This is an optimization exercise on Yosys and OpenROAD, whose aim is small area, a short achievable clock period and few clock cycles, not a production implementation. The RTL was checked by simulation tests, not by an equivalence proof against the original design. No activity file was given, so power comes from the tool's default toggle rates.

red:
Design quic_walk, start of the top module:
module quic_walk (
    input  wire        clk,
    input  wire        rst,
    input  wire        in_valid,
    output wire        in_ready,
    input  wire [31:0] in_data,
    input  wire [2:0]  in_cnt,
    input  wire        in_last,
    output wire        frm_valid,
    output wire [3:0]  frm_kind,
    output wire [7:0]  frm_tag,
    output wire [15:0] frm_off,
    output wire [15:0] frm_len,
    output wire        done_valid,
    output wire [7:0]  done_status,
    output wire [7:0]  done_cause,
    output wire [15:0] done_nfrm,
    output wire [15:0] done_nbytes
);
    localparam [2:0] S_TAG  = 3'd0;   
    localparam [2:0] S_X1   = 3'd1;   
    localparam [2:0] S_X2   = 3'd2;   
    localparam [2:0] S_B    = 3'd3;   
    localparam [2:0] S_UTF  = 3'd4;   
    localparam [2:0] S_D0   = 3'd5;   
    localparam [2:0] S_D0OK = 3'd6;   
    localparam [2:0] S_ERR  = 3'd7;   
    localparam [2:0] B_DL  = 3'd0;    
    localparam [2:0] B_NBS = 3'd1;    
    localparam [2:0] B_NB  = 3'd2;    
    localparam [2:0] B_TS2 = 3'd3;    
    localparam [2:0] B_TS1 = 3'd4;    
    localparam [1:0] E_RESV  = 2'd0;
    localparam [1:0] E_UTF   = 2'd1;
    localparam [1:0] E_TRUNC = 2'd2;
    localparam [3:0] U_OK   = 4'd0;   
    localparam [3:0] U_C1   = 4'd1;   
    localparam [3:0] U_C2   = 4'd2;   
    localparam [3:0] U_C2A0 = 4'd3;   
    localparam [3:0] U_C29F = 4'd4;   
    localparam [3:0] U_C3   = 4'd5;   
    localparam [3:0] U_C390 = 4'd6;   
    localparam [3:0] U_C38F = 4'd7;   
    localparam [3:0] U_BAD  = 4'd8;   
    reg        bv;
    reg [31:0] bdata;
    reg [2:0]  bcnt;
    reg        blast;
    reg [13:0] bpos;      
    reg [2:0]  brel;      
    reg [2:0]  st;
    reg [2:0]  bs;        
    reg [16:0] cur;       
    reg [3:0]  kh;        
    reg        pv;        
    reg [15:0] fstart;    
    reg [7:0]  ftag;
    reg [7:0]  hold1;     
    reg [7:0]  hold2;     
    reg [15:0] nfrm;
    reg [1:0]  ecode;
    reg [2:0]  ui;        
    reg [3:0]  u_st;
    function [15:0] inc16;
        input [15:0] v;
        integer i;
        begin
            for (i = 0; i < 16; i = i + 1)
                inc16[i] = v[i] ^ (&(v | ~((16'd1 << i) - 16'd1)));
        end
    endfunction
    function lt4;
        input [2:0] v;
        input [2:0] c;
  ...
Size in the first run: roughly 1600 cells after synthesis, roughly 130 I/O pins, ~0.012 sq mm of cells after synthesis.
Settings: LEC_CHECK=0, ABC_AREA=1, CAP_MARGIN=20, CORE_MARGIN=2, CORE_UTILIZATION=60, CTS_BUF_LIST=sky130_fd_sc_hd__clkbuf_8, PLACE_DENSITY=0.7, SETUP_SLACK_MARGIN=3.0, SLEW_MARGIN=20; clock period 8.0 ns.
standard.sh (not shown) runs the stock make flow with config.mk's settings and CLKGATE_MAP_FILE= SYNTH_SCRIPT=/design/flow/synth_recipe.tcl, a recipe that flattens the netlist after the stock synthesis.
==> flow/flow/run.sh <==
#!/bin/bash
# The standard layout (the standard.sh, all steps), with the port buffers
# that buffer_ports inserts made plain sky130_fd_sc_hd__buf_1 cells: every
# input and output port still gets its own buffer. The full output of make and
# of the DEF export goes to flow_make.log; ORFS keeps each step's own log
# under orfs/logs/.
set -euo pipefail
export BUFFER_PORTS_ARGS="-buffer_cell sky130_fd_sc_hd__buf_1"
bash standard.sh > flow_make.log 2>&1
red finished every stage and its layout cleared the timing, DRC and antenna checks.
Testbench counts of red, summed over its fixed seeds: cycles 13,226.
Relative to red, the following input files were edited for purple:
--- a/flow/design.v
+++ b/flow/design.v
@@ -165,24 +165,25 @@
         end
     endfunction
     localparam [319:0] STR_TAB = mk_str_tab(1'b0);
     localparam [639:0] ACK_TAB = mk_ack_tab(1'b0);
     localparam [63:0]  D0_TAB  = mk_d0_tab(1'b0);
     wire [4:0] str_step = STR_TAB[5*{st[1:0], t[3:0]} +: 5];
     wire [4:0] ack_step = ACK_TAB[5*{st[1:0], t[4:0]} +: 5];
     wire [3:0] d0_min   = D0_TAB[4*t[3:0] +: 4];
     wire [4:0] h_step   = t_ack ? ack_step : t_cc ? (in_x1 ? 5'd2 : 5'd1) : str_step;
     wire h_past = (t[3:2] != 2'd0) || t[1] || (in_x1 && t[0]);
     wire [7:0] a_nts = ftag[4] ? hold2 : hold1;
     wire       ts_c  = (a_nts != 8'd0);
+    wire [8:0] a_nts1 = {1'b0, a_nts} + {8'd0, ts_c};    
     reg        b_big;
     always @* begin
         case (bs)
             B_DL:    b_big = (hold1 != 8'd0) || (hold2[7:2] != 6'd0);
             B_NBS:   b_big = ftag[1] ? (hold1 != 8'd0) : (hold1[7:1] != 7'd0);
             B_NB:    b_big = (hold1[7:2] != 6'd0);
             B_TS2:   b_big = (a_nts[7:1] != 7'd0);
             default: b_big = (a_nts[7:2] != 6'd0) || (a_nts[1:0] == 2'd3);
         endcase
     end
     wire [7:0] ub = bdata[8*ui[1:0] +: 8];
     reg [3:0] u_st_n;
@@ -213,67 +214,65 @@
     end
     wire u_fail   = (u_st != U_OK);
     wire u_at_end = at_beat && kh[ui[1:0]] && !ui[2];
     reg         rel;         
     reg         fin;         
     reg [7:0]   d_status;
     reg [7:0]   d_cause;
     reg [2:0]   st_n;
     reg [2:0]   bs_n;
     reg [16:0]  cur_n;
     reg         pv_n;
     reg [16:0]  opnd;        
-    reg         cy;
     reg         set_start;   
     reg         hold1_ld;
     reg         hold2_ld;
     reg [2:0]   ui_n;
     reg         u_step;
     reg         u_init;
     reg         e_ld;
     reg [1:0]   e_n;
-    wire [16:0] sum = cur + opnd + {16'd0, cy};
+    wire [16:0] sum = cur + opnd;
     wire        x2_end = in_x1 ? kh[2] : kh[3];
     wire [2:0]  x2_nx  = in_x1 ? {kh[2] | kh[3], kh[0] | kh[1], kh[1] | kh[3]}
                                : {kh[3], kh[1] | kh[2], kh[0] | kh[2]};
     wire        d0_here = (t[3:2] == 2'd0) &&
                           ((kh[0] && t[1:0] != 2'd3) || (kh[1] && !t[1]) || (kh[2] && t[1:0] == 2'd0));
     wire        tag_rel = (kh[0] && brel[0]) || (kh[1] && brel[1]) || (kh[2] && brel[2]) || kh[3];
     always @* begin
         rel       = 1'b0;
         fin       = 1'b0;
         d_status  = 8'h00;
         d_cause   = 8'h00;
         st_n      = st;
         bs_n      = bs;
         pv_n      = pv;
         opnd      = 17'd0;
-        cy        = 1'b0;
         cur_n     = cur;
         set_start = 1'b0;
         hold1_ld  = 1'b0;
         hold2_ld  = 1'b0;
         ui_n      = ui;
         u_step    = 1'b0;
         u_init    = 1'b0;
         e_ld      = 1'b0;
         e_n       = E_RESV;
         case (st)
             S_B: begin
                 case (bs)
                     B_DL:    opnd = {1'b0, hold1, hold2};
                     B_NBS:   opnd = ftag[1] ? {7'd0, hold1, 2'b00} : {8'd0, hold1, 1'b0};
                     B_NB:    opnd = {9'd0, hold1};
-                    B_TS2:   begin opnd = {8'd0, a_nts, 1'b0}; cy = ts_c; end
-                    default: begin opnd = {9'd0, a_nts};       cy = ts_c; end
+                    B_TS2:   opnd = {8'd0, a_nts, ts_c};
+                    default: opnd = {8'd0, a_nts1};
                 endcase
                 cur_n = sum;
                 rel   = bv && !bl && (!at_beat || b_big) && (ftag != 8'h02);
                 case (bs)
                     B_NBS:   bs_n = (ftag[1:0] == 2'b00) ? B_TS2 : B_NB;
                     B_NB:    bs_n = B_TS2;
                     B_TS2:   bs_n = B_TS1;
                     default: bs_n = bs;
                 endcase
                 if (bs == B_DL || bs == B_TS1) begin
                     if (ftag == 8'h02) begin
                         st_n = S_UTF;
## What came out
Against red, final non-filler cell area in purple came out better.
For red, the highest-delay cell along the critical path was dfxtp_4, unlike purple, where it was edfxtp_1.
The final reports for purple and red show mean routed wirelength per cell lower in the former.
purple does better than red on hold slack.
[compare] base=red new=purple: number of global-route vias before repair dropped about 5%; area of the multi-input gates saw a decrease; combinational power share saw a decrease; synthesized cell count shows a reduction of 28; adder-cell share of the synthesized area shows an increase of 0.35 points.
The higher area after synthesis came out of red.
purple ended up with a lower routed wire length than red did.
Setup slack of the critical path after layout is higher on red
Looking at first-iteration detailed-routing DRC count, purple sits 11% lower than red does.
Testbench counts of purple, summed over its fixed seeds: cycles 13,226.

* * *

quic_walk, a different RTL version from the one above (not shown whole).
For scale: roughly 1600 cells after synthesis, about 140 flip-flops, ~130 I/O pins, ~11000 µm² of cells after synthesis.
Settings: LEC_CHECK=0, ABC_AREA=1, CAP_MARGIN=20, CORE_MARGIN=2, CORE_UTILIZATION=40, PLACE_DENSITY=0.6, SLEW_MARGIN=20; clock period 8.0 ns.
run.sh (not shown) runs the stock make flow with config.mk's settings and CLKGATE_MAP_FILE= SYNTH_SCRIPT=/design/flow/synth_recipe.tcl, a recipe that flattens the netlist after the stock synthesis.
Stock flow here: none of the scripts above is used.
The first run went through all stages and came out clean.
Testbench counts at the start, summed over its fixed seeds: cycles 13,428.
Rerun with:
--- a/flow/design.v
+++ b/flow/design.v
@@ -51,22 +51,37 @@
     reg [7:0]  ftag;
     reg [7:0]  hold1;     
     reg [7:0]  hold2;     
     reg [15:0] nfrm;
     reg [1:0]  ecode;
     reg [2:0]  ui;        
     reg [1:0]  u_need;
     reg [2:0]  u_rng;
     reg        u_bad;
+    function [15:0] inc16;
+        input [15:0] v;
+        integer i;
+        begin
+            for (i = 0; i < 16; i = i + 1)
+                inc16[i] = v[i] ^ (&(v | ~((16'd1 << i) - 16'd1)));
+        end
+    endfunction
+    function lt4;
+        input [2:0] v;
+        input [2:0] c;
+        lt4 = !v[2] && (c[2] || (c[1] && c[0] && !(v[1] && v[0])) || (c[1] && !c[0] && !v[1])
+                        || (!c[1] && c[0] && v[1:0] == 2'd0));
+    endfunction
     wire [1:0]  k        = cur[1:0];
-    wire [13:0] bpos1    = bpos + 14'd1;
+    wire [15:0] bpos1w   = inc16({2'b00, bpos});
+    wire [13:0] bpos1    = bpos1w[13:0];
     wire        at_beat  = (cur[16:2] == {1'b0, bpos});
-    wire        cin      = at_beat && (bcnt[2] || ({1'b0, k} < bcnt));    
+    wire        cin      = at_beat && lt4({1'b0, k}, bcnt);    
     wire        bl       = blast && !bcnt[2];
     wire [16:0] blen     = {1'b0, bpos, bcnt[1:0]};
     wire        cur_eq_len = at_beat && (k == bcnt[1:0]);
     wire [16:0] nxt_beat = {1'b0, bpos1, 2'b00};
     wire [7:0] B0 = bdata[7:0];
     wire [7:0] B1 = bdata[15:8];
     wire [7:0] B2 = bdata[23:16];
     wire [7:0] B3 = bdata[31:24];
     reg [7:0] c0, c1, c2;           
@@ -100,30 +115,18 @@
             8'h03:   t_fix = 5'd9;
             8'h04:   t_fix = 5'd9;
             8'h05:   t_fix = 5'd13;
             8'h06:   t_fix = 5'd5;
             8'h09:   t_fix = 5'd5;
             8'h0b:   t_fix = 5'd15;
             default: t_fix = 5'd1;
         endcase
     end
-    wire [2:0] sw = {1'b0, t[1:0]} + 3'd1;
-    reg  [3:0] ow;
-    always @* begin
-        case (t[3:2])
-            2'd0:    ow = 4'd0;
-            2'd1:    ow = 4'd2;
-            2'd2:    ow = 4'd4;
-            default: ow = 4'd8;
-        endcase
-    end
-    wire [2:0] lw = t[3] ? 3'd4 : t[2] ? 3'd2 : 3'd1;
-    wire [2:0] mw = t[1] ? 3'd4 : t[0] ? 3'd2 : 3'd1;
     wire need2  = t_ack ? t[4] : 1'b1;           
     wire hdr_ok = need2 ? h2 : h1;               
     function [4:0] ow_of;
         input [1:0] c;
         ow_of = (c == 2'd0) ? 5'd0 : (5'd1 << c);
     endfunction
     function [4:0] aw_of;
         input [1:0] c;
         aw_of = c[1] ? 5'd4 : c[0] ? 5'd2 : 5'd1;
@@ -227,19 +230,21 @@
     reg         set_start;   
     reg         hold1_ld;
     reg         hold2_ld;
     reg [2:0]   ui_n;
     reg         u_step;
     reg         u_init;
     reg         e_ld;
     reg [1:0]   e_n;
     wire [16:0] sum = cur + opnd + {16'd0, cy};
-    wire [2:0]  x2_idx = in_x1 ? {1'b0, k} + 3'd1 : {1'b0, k};
+    wire [1:0]  k1     = {k[1] ^ k[0], ~k[0]};
+    wire [2:0]  x2_idx = in_x1 ? {k == 2'd3, k1} : {1'b0, k};
+    wire [2:0]  x2_nx  = in_x1 ? {k[1], ~k[1], k[0]} : {k == 2'd3, k1};    
     always @* begin
         rel       = 1'b0;
         fin       = 1'b0;
         d_status  = 8'h00;
         d_cause   = 8'h00;
         st_n      = st;
         bs_n      = bs;
         pv_n      = pv;
         opnd      = 17'd0;
@@ -307,19 +312,19 @@
                     end else if (hdr_ok) begin
                         opnd     = {12'd0, h_step};
                         cur_n    = sum;
                         hold1_ld = (st != S_X2);
                         hold2_ld = 1'b1;
                         pv_n     = 1'b0;
                         st_n     = S_B;
                         bs_n     = !t_ack ? B_DL : t[4] ? B_NBS : B_TS2;
                         if (t_cc) begin
-                            ui_n   = (x2_idx == 3'd3 && !bl) ? 3'd0 : x2_idx + 3'd1;
+                            ui_n   = (x2_idx == 3'd3 && !bl) ? 3'd0 : x2_nx;
                             u_init = 1'b1;
                             rel    = !bl && (x2_idx == 3'd3);
                         end else begin
                             rel    = !bl && (in_tag || t_ack || (dl_big && h_past));
                         end
                     end else begin
                         cur_n = nxt_beat;
                         pv_n  = 1'b0;
                         rel   = !bl;
@@ -354,21 +359,21 @@
                 if (u_at_end) begin
                     if (u_fail) begin
                         st_n = S_ERR;
                         e_ld = 1'b1;
                         e_n  = E_UTF;
                     end else begin
                         st_n = S_TAG;
                         pv_n = 1'b1;
                     end
-                end else if (ui < bcnt) begin
+                end else if (lt4(ui, bcnt)) begin
                     u_step = 1'b1;
-                    ui_n   = ui + 3'd1;
+                    ui_n   = {ui[1] & ui[0], ui[1] ^ ui[0], ~ui[0]};
                     if (ui == 3'd3 && !bl) begin
                         rel  = 1'b1;
                         ui_n = 3'd0;
                     end
                 end else begin
                     fin = 1'b1;
                     rel = 1'b1;
                     d_status = 8'h01;
                     d_cause  = 8'h0B;
@@ -477,14 +482,14 @@
                 pv   <= 1'b0;
                 nfrm <= 16'd0;
             end else begin
                 if (rel)
                     bpos <= bpos1;
                 st   <= st_n;
                 cur  <= cur_n;
                 pv   <= pv_n;
                 if (frm_valid)
-                    nfrm <= nfrm + 16'd1;
+                    nfrm <= inc16(nfrm);
             end
         end
     end
 endmodule
Via count came out lower by 4.5%.
Clock skew came out lower by 0.0041 ns.
Worst hold slack gets better by 0.014 ns.
Die area came out lower by 3.8%.
Non-clock buffer count came out lower by 5.
Synthesized cell count came out lower by 4.9%.
Global-route usage came out higher by 0.60 points.
Power came out higher by about 6%.
Testbench counts after the change, summed over its fixed seeds: cycles 13,428.

port drivers added, routing unchanged:
How much do the figures lean on ideal ports? The routed layouts below were timed once more, with nothing changed but the port constraints. Step 1 (the two cells are an assumption about what drives the block):
set clk [get_ports {clk}]
set_driving_cell -lib_cell sky130_fd_sc_hd__clkbuf_16 $clk
set_driving_cell -lib_cell sky130_fd_sc_hd__buf_2 [delete_from_list [all_inputs] $clk]
Step 2 adds t to the input delays and takes it off the output delays; t is the mean of the earliest and latest rising clock arrival at the registers after step 1. Input paths then give back, and output paths get back, about the clock's delay inside the block. Three values: ideal, step 1, step 2; two values: the first two.
run	shift t [ns]	setup WS [ns]	worst setup path after step 2	cell pins on the clock port's net
red	0.522	3.148 / 3.105 / 3.398	register to register	1
purple	0.506	3.135 / 3.093 / 3.411	register to register	1
the first run of note 2	0.483	1.299 / 1.247 / 1.398	register to register	1
the second run of note 2	0.488	1.115 / 1.064 / 1.552	register to output	1
After both steps every run listed still meets setup and hold.
